Context: an optimization exercise on an open-source flow, tuned for small area. The choices shown serve that exercise and are no tape-out recipe. Where RTL was checked, it was by simulation tests only, not by an equivalence proof against the original.

==> build 32 <==
==> flow/design.v (excerpt) <==
module ota_core (
    input  wire        clk,
    input  wire        rst,
    input  wire        cmd_valid,
    output wire        cmd_ready,
    input  wire [2:0]  cmd_op,
    input  wire [31:0] cmd_arg,
    input  wire        in_valid,
    output wire        in_ready,
    input  wire [7:0]  in_data,
    output wire        rsp_valid,
    output wire [31:0] rsp_data,
    output wire        out_valid,
    output wire [7:0]  out_data,
    output wire        dict_we,
    output wire [10:0] dict_waddr,
    output wire [7:0]  dict_wdata,
    output wire [10:0] dict_raddr,
    input  wire [7:0]  dict_rdata
);
    localparam [31:0] MAGIC_DEFAULT = 32'h45535033;
    localparam [2:0] OP_CFG_MAGIC = 3'd1;
    localparam [2:0] OP_START     = 3'd2;
    localparam [2:0] OP_POLL      = 3'd3;
    localparam [2:0] OP_PROGRESS  = 3'd4;
    localparam [2:0] OP_VERIFY    = 3'd5;
    localparam [2:0] OP_RELEASE   = 3'd6;
    localparam [2:0] ST_IDLE   = 3'd0;
    localparam [2:0] ST_HEADER = 3'd1;
    localparam [2:0] ST_FILE   = 3'd2;
    localparam [2:0] ST_DONE   = 3'd3;    
    localparam [2:0] ST_MAGIC  = 3'd4;
    localparam [2:0] ST_ELEN   = 3'd5;    
    localparam [2:0] ST_EDL    = 3'd6;    
    localparam [2:0] SQ_RINIT = 3'd0;     
    localparam [2:0] SQ_CMD   = 3'd1;     
    localparam [2:0] SQ_EXEC  = 3'd2;     
    localparam [2:0] SQ_VCMP  = 3'd3;     
    localparam [2:0] SQ_INIT  = 3'd4;     
    localparam [2:0] SQ_POLL  = 3'd5;     
    localparam [2:0] SQ_PEND  = 3'd6;     
    localparam [2:0] SQ_RSP   = 3'd7;     
    localparam [2:0] R_ZERO = 3'd0;
    localparam [2:0] R_ONE  = 3'd1;
    localparam [2:0] R_CFG  = 3'd2;       
    localparam [2:0] R_M8   = 3'd3;
    localparam [2:0] R_M9   = 3'd4;
    localparam [2:0] R_M10  = 3'd5;
    localparam [2:0] R_M11  = 3'd6;
    localparam [2:0] R_WR   = 3'd7;
    localparam [1:0] T_FLAG = 2'd0;
    localparam [1:0] T_COL  = 2'd1;
    localparam [1:0] T_CPW  = 2'd2;
    localparam [1:0] T_CPY  = 2'd3;
    reg [4:0]  ph;
    reg [2:0]  sq;
    reg [2:0]  st;
    reg [2:0]  rk;
    reg [31:0] L, D, M, H, C, W;
    reg        db;           
    reg        wc;           
    reg        zacc;         
    reg        bq;           
    reg        neg;          
    reg [1:0]  c2;           
  ...
==> flow/config.mk <==
export PLATFORM = sky130hd
export DESIGN_NAME = ota_core
export DESIGN_NICKNAME = ota_core
export VERILOG_FILES = /design/flow/design.v
export SDC_FILE = /design/flow/constraint.sdc
export NUM_CORES = 4
export LEC_CHECK = 0
export CAP_MARGIN = 20
export CORE_MARGIN = 2
export CORE_UTILIZATION = 65
export SLEW_MARGIN = 20
==> flow/constraint.sdc <==
create_clock -name core_clock -period 10.0 [get_ports {clk}]
set_input_delay 2.0000 -clock core_clock [delete_from_list [all_inputs] [get_ports {clk}]]
set_output_delay 2.0000 -clock core_clock [all_outputs]
set_load 0.01 [all_outputs]
standard.sh (not shown) runs the stock make flow with config.mk's settings and CLKGATE_MAP_FILE= SYNTH_SCRIPT=/design/flow/synth_recipe.tcl, a recipe that flattens the netlist after the stock synthesis.
==> flow/flow/run.sh <==
#!/bin/bash
# Standard ORFS layout, with the port buffers made from the smallest buffer
# cell and a clock tree without dummy loads.
set -euo pipefail
export BUFFER_PORTS_ARGS="-buffer_cell sky130_fd_sc_hd__buf_1"
export CTS_ARGS="-sink_clustering_enable -repair_clock_nets -dont_use_dummy_load -sink_clustering_size 10 -sink_clustering_max_diameter 45 -buf_list sky130_fd_sc_hd__clkbuf_4"
bash standard.sh > standard.log 2>&1
==> trial 8 (differences from build 32) <==
--- a/flow/design.v
+++ b/flow/design.v
@@ -66,15 +66,16 @@
     reg        wrapf;        
     reg        len_bad;
     reg        mag_bad;
     reg [10:0] wcur;
     reg [14:0] tok;
     reg        tt;           
     reg [1:0]  ts;
-    reg [3:0]  bcnt;         
+    reg        stp;          
+    reg [2:0]  pj;
     reg        lemit;        
     wire ph0  = (ph == 5'd0);
     wire ph31 = (ph == 5'd31);
     wire active = (st == ST_HEADER) || (st == ST_FILE) || (st == ST_DONE);
     assign cmd_ready = (sq == SQ_CMD || sq == SQ_RSP) && ph31;
     assign rsp_valid = (sq == SQ_RSP) && ph0;
     wire   cmd_fire  = cmd_valid && cmd_ready;
@@ -152,16 +153,18 @@
     end
     wire crc_rd = fd || (hd && h_cov);
     wire crc_en = crc_rd && (ph[4:3] == c2);
     wire crc_fb = C[0] ^ bit_l;
     wire crc_g  = crc_en & crc_fb;
     localparam [31:0] POLY = 32'hEDB88320;
     wire vmis = ~(c_tap ^ H[0]);                 
-    wire       pbit  = in_data[~bcnt[2:0]];     
-    wire       parse = fd && !bcnt[3] && (ts == T_FLAG || ts == T_COL);
+    wire       pbit  = in_data[~ph[2:0]];
+    wire       parse = fd && (ts == T_FLAG || ts == T_COL) &&
+                       ((ph[4:3] == 2'd0 && !stp) ||
+                        (ph[4:3] == 2'd3 && stp && ph[2:0] > pj));
     wire [2:0] st_pend = (st != ST_FILE) ? st :
                          neg             ? ST_EDL :
                          !(zacc | D[0])  ? ST_DONE : ST_FILE;
     always @(posedge clk) begin
         L <= {L[0], L[31:1]};
         D <= {D[0], D[31:1]};
         M <= {M[0], M[31:1]};
@@ -226,31 +229,31 @@
             if (ph == 5'd11)
                 wrapf <= emit && wcur_2030;
             else if (emit && wcur_2030)
                 wrapf <= 1'b1;
             if (dict_we)
                 wcur <= wcur + 11'd1;
             if (ph31)
-                bcnt <= 4'd0;
-            else if (parse)
-                bcnt <= bcnt + 4'd1;
+                stp <= 1'b0;
             case (ts)
             T_FLAG: if (parse) begin
                 tt  <= pbit;
                 tok <= 15'd1;
                 ts  <= T_COL;
             end
             T_COL: if (parse) begin
                 tok <= {tok[13:0], pbit};
                 if (tt ? tok[7] : tok[14]) begin
                     if (tt) begin
                         lemit <= 1'b1;
                         ts    <= T_FLAG;
                     end else begin
                         ts    <= T_CPW;
+                        stp   <= 1'b1;
+                        pj    <= ph[2:0];
                     end
                 end
             end
             T_CPW: begin
                 tok[14:4] <= tok[14:4] + 11'd1;
                 ts <= T_CPY;
             end
Settings changed: GPL_TIMING_DRIVEN set to 0.
==> impl_metrics.toml <==
[global_routing]
grtUsageMet1_pct = 34.3

[drt]
wl_per_cell_um = 17.2

[power_and_ir_drop]
p_leak_nw = 4.02

[outcome]
status = "finished clean"
(the above is from build 32)
==> impl_metrics.toml <==
[power_and_ir_drop]
p_leak_nw = 4.04

[outcome]
status = "finished clean"

[drt]
wl_per_cell_um = 17.0

[final_layout]
commonest_cells_after_routing_fill_and_taps_aside = "sky130_fd_sc_hd__dfxtp_1 (207), sky130_fd_sc_hd__buf_1 (131), sky130_fd_sc_hd__nand2_1 (74)"

[global_routing]
overflow = 0
(the above is from trial 8)

========
==> inputs of job 3557 <==
==> flow/design.v <==
module ota_core (
    input  wire        clk,
    input  wire        rst,
    input  wire        cmd_valid,
    output wire        cmd_ready,
    input  wire [2:0]  cmd_op,
    input  wire [31:0] cmd_arg,
    input  wire        in_valid,
    output wire        in_ready,
    input  wire [7:0]  in_data,
    output wire        rsp_valid,
    output wire [31:0] rsp_data,
    output wire        out_valid,
    output wire [7:0]  out_data,
    output wire        dict_we,
    output wire [10:0] dict_waddr,
    output wire [7:0]  dict_wdata,
    output wire [10:0] dict_raddr,
    input  wire [7:0]  dict_rdata
);
    localparam [31:0] MAGIC_DEFAULT = 32'h45535033;
    localparam [2:0] OP_CFG_MAGIC = 3'd1;
    localparam [2:0] OP_START     = 3'd2;
    localparam [2:0] OP_POLL      = 3'd3;
    localparam [2:0] OP_PROGRESS  = 3'd4;
    localparam [2:0] OP_VERIFY    = 3'd5;
    localparam [2:0] OP_RELEASE   = 3'd6;
    localparam [2:0] ST_IDLE   = 3'd0;
    localparam [2:0] ST_HEADER = 3'd1;
    localparam [2:0] ST_FILE   = 3'd2;
    localparam [2:0] ST_DONE   = 3'd3;    
    localparam [2:0] ST_MAGIC  = 3'd4;
    localparam [2:0] ST_ELEN   = 3'd5;    
    localparam [2:0] ST_EDL    = 3'd6;    
    localparam [2:0] SQ_RINIT = 3'd0;     
    localparam [2:0] SQ_CMD   = 3'd1;     
    localparam [2:0] SQ_EXEC  = 3'd2;     
    localparam [2:0] SQ_VCMP  = 3'd3;     
    localparam [2:0] SQ_INIT  = 3'd4;     
    localparam [2:0] SQ_POLL  = 3'd5;     
    localparam [2:0] SQ_PEND  = 3'd6;     
    localparam [2:0] SQ_RSP   = 3'd7;     
    localparam [2:0] R_ZERO = 3'd0;
    localparam [2:0] R_ONE  = 3'd1;
    localparam [2:0] R_CFG  = 3'd2;       
    localparam [2:0] R_M8   = 3'd3;
    localparam [2:0] R_M9   = 3'd4;
    localparam [2:0] R_M10  = 3'd5;
    localparam [2:0] R_M11  = 3'd6;
    localparam [2:0] R_WR   = 3'd7;
    localparam [1:0] T_FLAG = 2'd0;
    localparam [1:0] T_COL  = 2'd1;
    localparam [1:0] T_CPW  = 2'd2;
    localparam [1:0] T_CPY  = 2'd3;
    reg [4:0]  ph;
    reg [2:0]  sq;
    reg [2:0]  st;
    reg [2:0]  rk;
    reg [31:0] L, D, M, H, C, W;
    reg        db;           
    reg        wc;           
    reg        zacc;         
    reg        bq;           
    reg        neg;          
    reg [1:0]  c2;           
    reg        wrapf;        
    reg        len_bad;
    reg        mag_bad;
    reg [10:0] wcur;
    reg [14:0] tok;
    reg        tt;           
    reg [1:0]  ts;
    reg [3:0]  bcnt;         
    reg        lemit;        
    wire ph0  = (ph == 5'd0);
    wire ph31 = (ph == 5'd31);
    wire active = (st == ST_HEADER) || (st == ST_FILE) || (st == ST_DONE);
    assign cmd_ready = (sq == SQ_CMD || sq == SQ_RSP) && ph31;
    assign rsp_valid = (sq == SQ_RSP) && ph0;
    wire   cmd_fire  = cmd_valid && cmd_ready;
    wire bact = (sq == SQ_POLL) && in_valid && (ph0 || bq);
    assign in_ready = bact && ph31;
    wire bit_l = in_data[ph[2:0]];               
    wire hd   = bact && (st == ST_HEADER);
    wire fd   = bact && (st == ST_FILE);
    wire [4:0] hv  = {tt, tok[3:0]};             
    wire [4:0] hv_n = hv - 5'd1;
    wire win  = (ph[4:3] == ~hv[1:0]);
    wire h_len = hv[4];                          
    wire h_crc = (hv[4:2] == 3'b011);            
    wire h_mag = (hv[4:2] == 3'b010);            
    wire h_cov = !hv[4] && !(hv[3] && hv[2]);    
    wire h_end = (hv == 5'd0);                   
    wire init    = (sq == SQ_INIT);
    wire cpy     = (ts == T_CPY);
    wire emit    = lemit || cpy;
    wire init_hi = (wcur[10:4] == 7'h7F) || (wcur[10:4] == 7'h7E && wcur[3:0] == 4'hF);
    assign dict_we    = init || emit;
    assign dict_waddr = wcur;
    assign dict_raddr = tok[14:4];
    assign dict_wdata = cpy  ? dict_rdata :
                        init ? {2'b00, ~init_hi, 5'b00000} : tok[7:0];
    assign out_valid  = emit;
    assign out_data   = dict_wdata;
    wire wcur_2030 = (wcur == 11'd2030);
    wire ws   = wcur[ph[3:0]];
    wire wk   = (ph == 5'd0) || (ph == 5'd4);
    wire wci  = ph0 ? 1'b0 : wc;
    wire wsum = ws ^ wk ^ wci;
    wire wlo_c = (ws & wk) | (ws & wci) | (wk & wci);
    reg rbit;
    always @* begin
        case (rk)
        R_ZERO: rbit = 1'b0;
        R_ONE:  rbit = ph0;
        R_CFG:  rbit = ph0;
        R_M8:   rbit = (ph >= 5'd3);
        R_M9:   rbit = (ph != 5'd3);
        R_M10:  rbit = (ph != 5'd0) && (ph != 5'd3);
        R_M11:  rbit = (ph != 5'd1) && (ph != 5'd3);
        default: rbit = (ph < 5'd11) ? wsum : W[0];
        endcase
    end
    function [2:0] st_res(input [2:0] s);
        case (s)
        ST_HEADER, ST_FILE: st_res = R_ZERO;
        ST_DONE:  st_res = R_ONE;
        ST_MAGIC: st_res = R_M9;
        ST_ELEN:  st_res = R_M8;
        default:  st_res = R_M11;
        endcase
    endfunction
    wire zin   = ph0 ? 1'b0 : zacc;
    wire l_dec = L[0] ^ ~zin;
    wire dk   = fd ? ph0 :
                h_end ? ((ph == 5'd2) || (ph == 5'd4)) :
                (ph == 5'd3);
    wire dbi  = ph0 ? 1'b0 : db;
    wire d_sub = D[0] ^ dk ^ dbi;
    wire dbo  = (~D[0] & (dk | dbi)) | (dk & dbi);
    wire dwr  = fd || (hd && h_end);
    wire wcarry = (ph == 5'd11) ? wrapf : wc;
    wire w_inc  = W[0] ^ wcarry;
    reg c_tap;
    always @* begin
        case (c2)
        2'd0: c_tap = C[0];
        2'd1: c_tap = C[8];
        2'd2: c_tap = C[16];
        default: c_tap = C[24];
        endcase
    end
    wire crc_rd = fd || (hd && h_cov);
    wire crc_en = crc_rd && (ph[4:3] == c2);
    wire crc_fb = C[0] ^ bit_l;
    wire crc_g  = crc_en & crc_fb;
    localparam [31:0] POLY = 32'hEDB88320;
    wire vmis = ~(c_tap ^ H[0]);                 
    wire       pbit  = in_data[~bcnt[2:0]];     
    wire       parse = fd && !bcnt[3] && (ts == T_FLAG || ts == T_COL);
    wire [2:0] st_pend = (st != ST_FILE) ? st :
                         neg             ? ST_EDL :
                         !(zacc | D[0])  ? ST_DONE : ST_FILE;
    always @(posedge clk) begin
        L <= {L[0], L[31:1]};
        D <= {D[0], D[31:1]};
        M <= {M[0], M[31:1]};
        H <= {H[0], H[31:1]};
        W <= {W[0], W[31:1]};
        C <= {C[0], C[31:1]} ^ ({32{crc_g}} & {1'b0, POLY[30:0]}) ^ {crc_en & bit_l, 31'd0};
        if (rst) begin
            ph        <= 5'd0;
            sq        <= SQ_RINIT;
            st        <= ST_IDLE;
            ts        <= T_FLAG;
            lemit     <= 1'b0;
            wrapf     <= 1'b0;
            L[31]     <= 1'b0;
        end else begin
            ph        <= ph + 5'd1;
            lemit     <= 1'b0;
            case (sq)
            SQ_RINIT, SQ_CMD, SQ_RSP: L[31] <= 1'b0;
            SQ_POLL:          L[31] <= bact ? l_dec : L[0];
            SQ_EXEC:          L[31] <= rbit;
            default: ;
            endcase
            if (cmd_fire)
                L <= {1'b0, L[31:1]} | cmd_arg;    
            if (sq == SQ_RINIT)
                M[31] <= MAGIC_DEFAULT[ph];
            else if (sq == SQ_EXEC && rk == R_CFG)
                M[31] <= L[0];
            if (init)
                D[31] <= L[0];
            else if (dwr)
                D[31] <= d_sub;
            db <= dbo;
            if (init)
                W[31] <= 1'b0;
            else if (ph >= 5'd11)
                W[31] <= w_inc;
            if (ph < 5'd11)
                wc <= wlo_c;
            else
                wc <= wcarry & W[0];
            if (init)
                C[31] <= 1'b1;
            if (hd && h_crc && win)
                H[31] <= bit_l;
            case (sq)
            SQ_POLL: zacc <= zin | L[0];
            SQ_PEND: zacc <= zin | D[0];
            default: zacc <= zin | vmis;
            endcase
            if (hd && h_len) begin
                if (win && (d_sub != bit_l))
                    len_bad <= 1'b1;
                if (ph31 && hv[1:0] == 2'd0 && dbo)
                    len_bad <= 1'b1;
            end
            if (hd && h_mag && win && (M[0] != bit_l))
                mag_bad <= 1'b1;
            if (crc_rd && ph31)
                c2 <= c2 + 2'd1;
            if (ph == 5'd11)
                wrapf <= emit && wcur_2030;
            else if (emit && wcur_2030)
                wrapf <= 1'b1;
            if (dict_we)
                wcur <= wcur + 11'd1;
            if (ph31)
                bcnt <= 4'd0;
            else if (parse)
                bcnt <= bcnt + 4'd1;
            case (ts)
            T_FLAG: if (parse) begin
                tt  <= pbit;
                tok <= 15'd1;
                ts  <= T_COL;
            end
            T_COL: if (parse) begin
                tok <= {tok[13:0], pbit};
                if (tt ? tok[7] : tok[14]) begin
                    if (tt) begin
                        lemit <= 1'b1;
                        ts    <= T_FLAG;
                    end else begin
                        ts    <= T_CPW;
                    end
                end
            end
            T_CPW: begin
                tok[14:4] <= tok[14:4] + 11'd1;
                ts <= T_CPY;
            end
            default: begin
                tok[14:4] <= tok[14:4] + 11'd1;
                {tt, tok[3:0]} <= hv_n;
                if (hv == 5'b11111)
                    ts <= T_FLAG;
            end
            endcase
            if (hd && ph31)
                {tt, tok[3:0]} <= hv_n;
            if (sq == SQ_POLL && ph0)
                bq <= in_valid;
            case (sq)
            SQ_RINIT: if (ph31) sq <= SQ_CMD;
            SQ_CMD, SQ_RSP: if (cmd_fire) begin
                sq <= SQ_EXEC;
                rk <= R_M11;
                case (cmd_op)
                OP_CFG_MAGIC: if (!active) rk <= R_CFG;
                OP_START: if (!active) begin
                    sq      <= SQ_INIT;
                    st      <= ST_HEADER;
                    wcur    <= 11'd2031;
                    ts      <= T_FLAG;
                    {tt, tok[3:0]} <= 5'd19;
                    len_bad <= 1'b0;
                    mag_bad <= 1'b0;
                    neg     <= 1'b0;
                    c2      <= 2'd0;
                    wrapf   <= 1'b0;
                end
                OP_POLL: sq <= SQ_POLL;
                OP_PROGRESS: rk <= active ? R_WR : st_res(st);
                OP_VERIFY: begin
                    if (st == ST_DONE)
                        sq <= SQ_VCMP;
                    else if (!active)
                        rk <= st_res(st);
                end
                OP_RELEASE: begin
                    rk <= R_ONE;
                    st <= ST_IDLE;
                end
                default: ;
                endcase
            end
            SQ_EXEC: if (ph31) sq <= SQ_RSP;
            SQ_VCMP: if (ph31) begin
                sq <= SQ_EXEC;
                rk <= (zacc | vmis) ? R_M10 : R_ONE;
            end
            SQ_INIT: if (ph31 && wcur_2030) sq <= SQ_RSP;
            SQ_POLL: if (ph31) begin
                if (hd && h_end) begin
                    neg <= dbo;
                    st  <= len_bad ? ST_ELEN : mag_bad ? ST_MAGIC : ST_FILE;
                end
                if (fd && dbo)
                    neg <= 1'b1;
                if (!(zacc | L[0]))
                    sq <= SQ_PEND;
            end
            SQ_PEND: if (ph31) begin
                sq <= SQ_EXEC;
                st <= st_pend;
                rk <= st_res(st_pend);
            end
            default: if (ph31) sq <= SQ_CMD;    
            endcase
        end
    end
    assign rsp_data = L;
endmodule
==> flow/flow/run.sh <==
#!/bin/bash
# Standard ORFS layout, with the port buffers made from the smallest buffer cell.
set -euo pipefail
export BUFFER_PORTS_ARGS="-buffer_cell sky130_fd_sc_hd__buf_1"
bash standard.sh > standard.log 2>&1
==> flow/standard.sh <==
#!/bin/bash
# synth_recipe.tcl (not shown) runs the flow's synth.tcl, then flattens the netlist and writes it again
# the make line also repeats each setting of config.mk as NAME=value (left out here)
make -C /OpenROAD-flow-scripts/flow DESIGN_CONFIG=/design/flow/config.mk WORK_HOME=/design/flow/orfs CLKGATE_MAP_FILE= SYNTH_SCRIPT=/design/flow/synth_recipe.tcl "${@:-finish}"
==> flow/config.mk <==
export PLATFORM = sky130hd
export DESIGN_NAME = ota_core
export DESIGN_NICKNAME = ota_core
export VERILOG_FILES = /design/flow/design.v
export SDC_FILE = /design/flow/constraint.sdc
export NUM_CORES = 4
export LEC_CHECK = 0
export CAP_MARGIN = 20
export CORE_MARGIN = 2
export CORE_UTILIZATION = 65
export CTS_BUF_LIST = sky130_fd_sc_hd__clkbuf_8
export CTS_CLUSTER_DIAMETER = 60
export CTS_CLUSTER_SIZE = 14
export SLEW_MARGIN = 20
==> flow/constraint.sdc <==
create_clock -name core_clock -period 10.0 [get_ports {clk}]
set_input_delay 2.0000 -clock core_clock [delete_from_list [all_inputs] [get_ports {clk}]]
set_output_delay 2.0000 -clock core_clock [all_outputs]
set_load 0.01 [all_outputs]
==> job 9087 (differences from job 3557) <==
--- a/flow/design.v
+++ b/flow/design.v
@@ -10,3 +10,3 @@
     input  wire [7:0]  in_data,
-    output wire        rsp_valid,
+    output reg         rsp_valid,
     output wire [31:0] rsp_data,
@@ -41,3 +41,2 @@
     localparam [2:0] SQ_PEND  = 3'd6;     
-    localparam [2:0] SQ_RSP   = 3'd7;     
     localparam [2:0] R_ZERO = 3'd0;
@@ -71,2 +70,3 @@
     reg        tt;           
+    reg [3:0]  tc;           
     reg [1:0]  ts;
@@ -77,4 +77,3 @@
     wire active = (st == ST_HEADER) || (st == ST_FILE) || (st == ST_DONE);
-    assign cmd_ready = (sq == SQ_CMD || sq == SQ_RSP) && ph31;
-    assign rsp_valid = (sq == SQ_RSP) && ph0;
+    assign cmd_ready = (sq == SQ_CMD) && ph31;
     wire   cmd_fire  = cmd_valid && cmd_ready;
@@ -174,2 +173,3 @@
             st        <= ST_IDLE;
+            rsp_valid <= 1'b0;
             ts        <= T_FLAG;
@@ -180,5 +180,6 @@
             ph        <= ph + 5'd1;
+            rsp_valid <= 1'b0;
             lemit     <= 1'b0;
             case (sq)
-            SQ_RINIT, SQ_CMD, SQ_RSP: L[31] <= 1'b0;
+            SQ_RINIT, SQ_CMD: L[31] <= 1'b0;
             SQ_POLL:          L[31] <= bact ? l_dec : L[0];
@@ -237,5 +238,5 @@
             T_FLAG: if (parse) begin
-                tt  <= pbit;
-                tok <= 15'd1;
-                ts  <= T_COL;
+                tt <= pbit;
+                tc <= pbit ? 4'd7 : 4'd14;
+                ts <= T_COL;
             end
@@ -243,3 +244,4 @@
                 tok <= {tok[13:0], pbit};
-                if (tt ? tok[7] : tok[14]) begin
+                tc  <= tc - 4'd1;
+                if (tc == 4'd0) begin
                     if (tt) begin
@@ -269,3 +271,3 @@
             SQ_RINIT: if (ph31) sq <= SQ_CMD;
-            SQ_CMD, SQ_RSP: if (cmd_fire) begin
+            SQ_CMD: if (cmd_fire) begin
                 sq <= SQ_EXEC;
@@ -301,3 +303,6 @@
             end
-            SQ_EXEC: if (ph31) sq <= SQ_RSP;
+            SQ_EXEC: if (ph31) begin
+                sq        <= SQ_CMD;
+                rsp_valid <= 1'b1;
+            end
             SQ_VCMP: if (ph31) begin
@@ -306,3 +311,6 @@
             end
-            SQ_INIT: if (ph31 && wcur_2030) sq <= SQ_RSP;
+            SQ_INIT: if (ph31 && wcur_2030) begin
+                sq        <= SQ_CMD;
+                rsp_valid <= 1'b1;
+            end
             SQ_POLL: if (ph31) begin
@@ -317,3 +325,3 @@
             end
-            SQ_PEND: if (ph31) begin
+            default: if (ph31) begin   
                 sq <= SQ_EXEC;
@@ -322,3 +330,2 @@
             end
-            default: if (ph31) sq <= SQ_CMD;    
             endcase
==> flow/run.sh (new file) <==
#!/bin/bash
# synth_recipe.tcl (not shown) runs the flow's synth.tcl, then flattens the netlist and writes it again
# the make line also repeats each setting of config.mk as NAME=value (left out here)
make -C /OpenROAD-flow-scripts/flow DESIGN_CONFIG=/design/flow/config.mk WORK_HOME=/design/flow/orfs CLKGATE_MAP_FILE= SYNTH_SCRIPT=/design/flow/synth_recipe.tcl finish
- CORE_UTILIZATION: 65 -> 40
- CTS_BUF_LIST: sky130_fd_sc_hd__clkbuf_8 -> sky130_fd_sc_hd__clkbuf_4
- CTS_CLUSTER_DIAMETER: 60 -> not set
- CTS_CLUSTER_SIZE: 14 -> not set
removed: flow/flow/run.sh
removed: flow/standard.sh
==> run summary <==
Multi-input combinational area share: job 3557 34.0%; job 9087 29.6%
Share of synthesized area spent on multiplexers: job 3557 3.70%; job 9087 3.33%
Compound-gate portion of the synthesized area: job 3557 14.4%; job 9087 13.5%
Hold-critical path endpoint: job 3557 M[4]; job 9087 C[14]
Dpl ws: job 3557 4910 ps; job 9087 4090 ps
Slew at the pin closest to its max-slew limit: job 3557 1070 ps; job 9087 951 ps
Tapcell Cnt: job 3557 180; job 9087 319
Total nets after synthesis: job 3557 874; job 9087 894
Clock latency at the later pin of the worst-skew pair: job 3557 550 ps; job 9087 660 ps
Final standard cell utilization of the core: job 3557 72.6%; job 9087 50.5%
Worst hold margin: job 3557 308 ps; job 9087 300 ps
Met1 usage in global routing: job 3557 34.7%; job 9087 20.5%
Fraction of final layout cells with drive strength greater than 1: job 3557 6.79%; job 9087 15.5%
Met2 layer usage reported by global route: job 3557 39.2%; job 9087 26.0%
Result of the run: job 3557 timing/DRC/antenna clean; job 9087 timing/DRC/antenna clean
Area delta synth->final: job 3557 9.61%; job 9087 24.8%
Flop-to-flop setup slack: job 3557 6310 ps; job 9087 6460 ps
Post-synthesis instance area: job 3557 9160 sq um; job 9087 9440 sq um
Area of the core: job 3557 13800 sq um; job 9087 23300 sq um
Placed Instances: job 3557 1060; job 9087 1220
Worst Path Arrival: job 3557 3150 ps; job 9087 3900 ps
Count of antenna diodes in the layout: job 3557 0; job 9087 5
The RTL of job 9087 was laid out without a check of its function.

-- afterwards: timing with drivers on the ports --
In the flow no input, the clock included, has a driving cell. The finished layouts below were timed again as built, in two steps. Step 1, drivers: a clkbuf_16 drives clk and a buf_2 each remaining input, both assumed. Step 2, shift: input delay + t, output delay - t, t = (earliest + latest rising clock arrival at the registers) / 2. This alone moves slack from input paths to output paths. Three values: ideal ports, drivers, drivers and shift; two values: the first two.
| run | shift t [ns] | setup slack, ns | clock arrival spread, ns | worst register clock-pin slew, ns | worst slew at a driven data input, ns |
|---|---|---|---|---|---|
| build 32 | 0.652 | 4.889 / 4.842 / 4.842 | 0.054 / 0.054 | 0.11 / 0.11 | 0.05 |
| trial 8 | 0.679 | 4.836 / 4.799 / 5.092 | 0.090 / 0.091 | 0.12 / 0.12 | 0.05 |
| job 3557 | 0.573 | 4.854 / 4.807 / 4.807 | 0.031 / 0.031 | 0.11 / 0.11 | 0.05 |
| job 9087 | 0.692 | 4.101 / 4.049 / 4.049 | 0.029 / 0.029 | 0.07 / 0.07 | 0.05 |
After both steps setup and hold are still met in every run listed. For job 9087, which loses most, drivers alone change the setup slack by -0.052 ns; drivers and shift together by -0.052 ns.
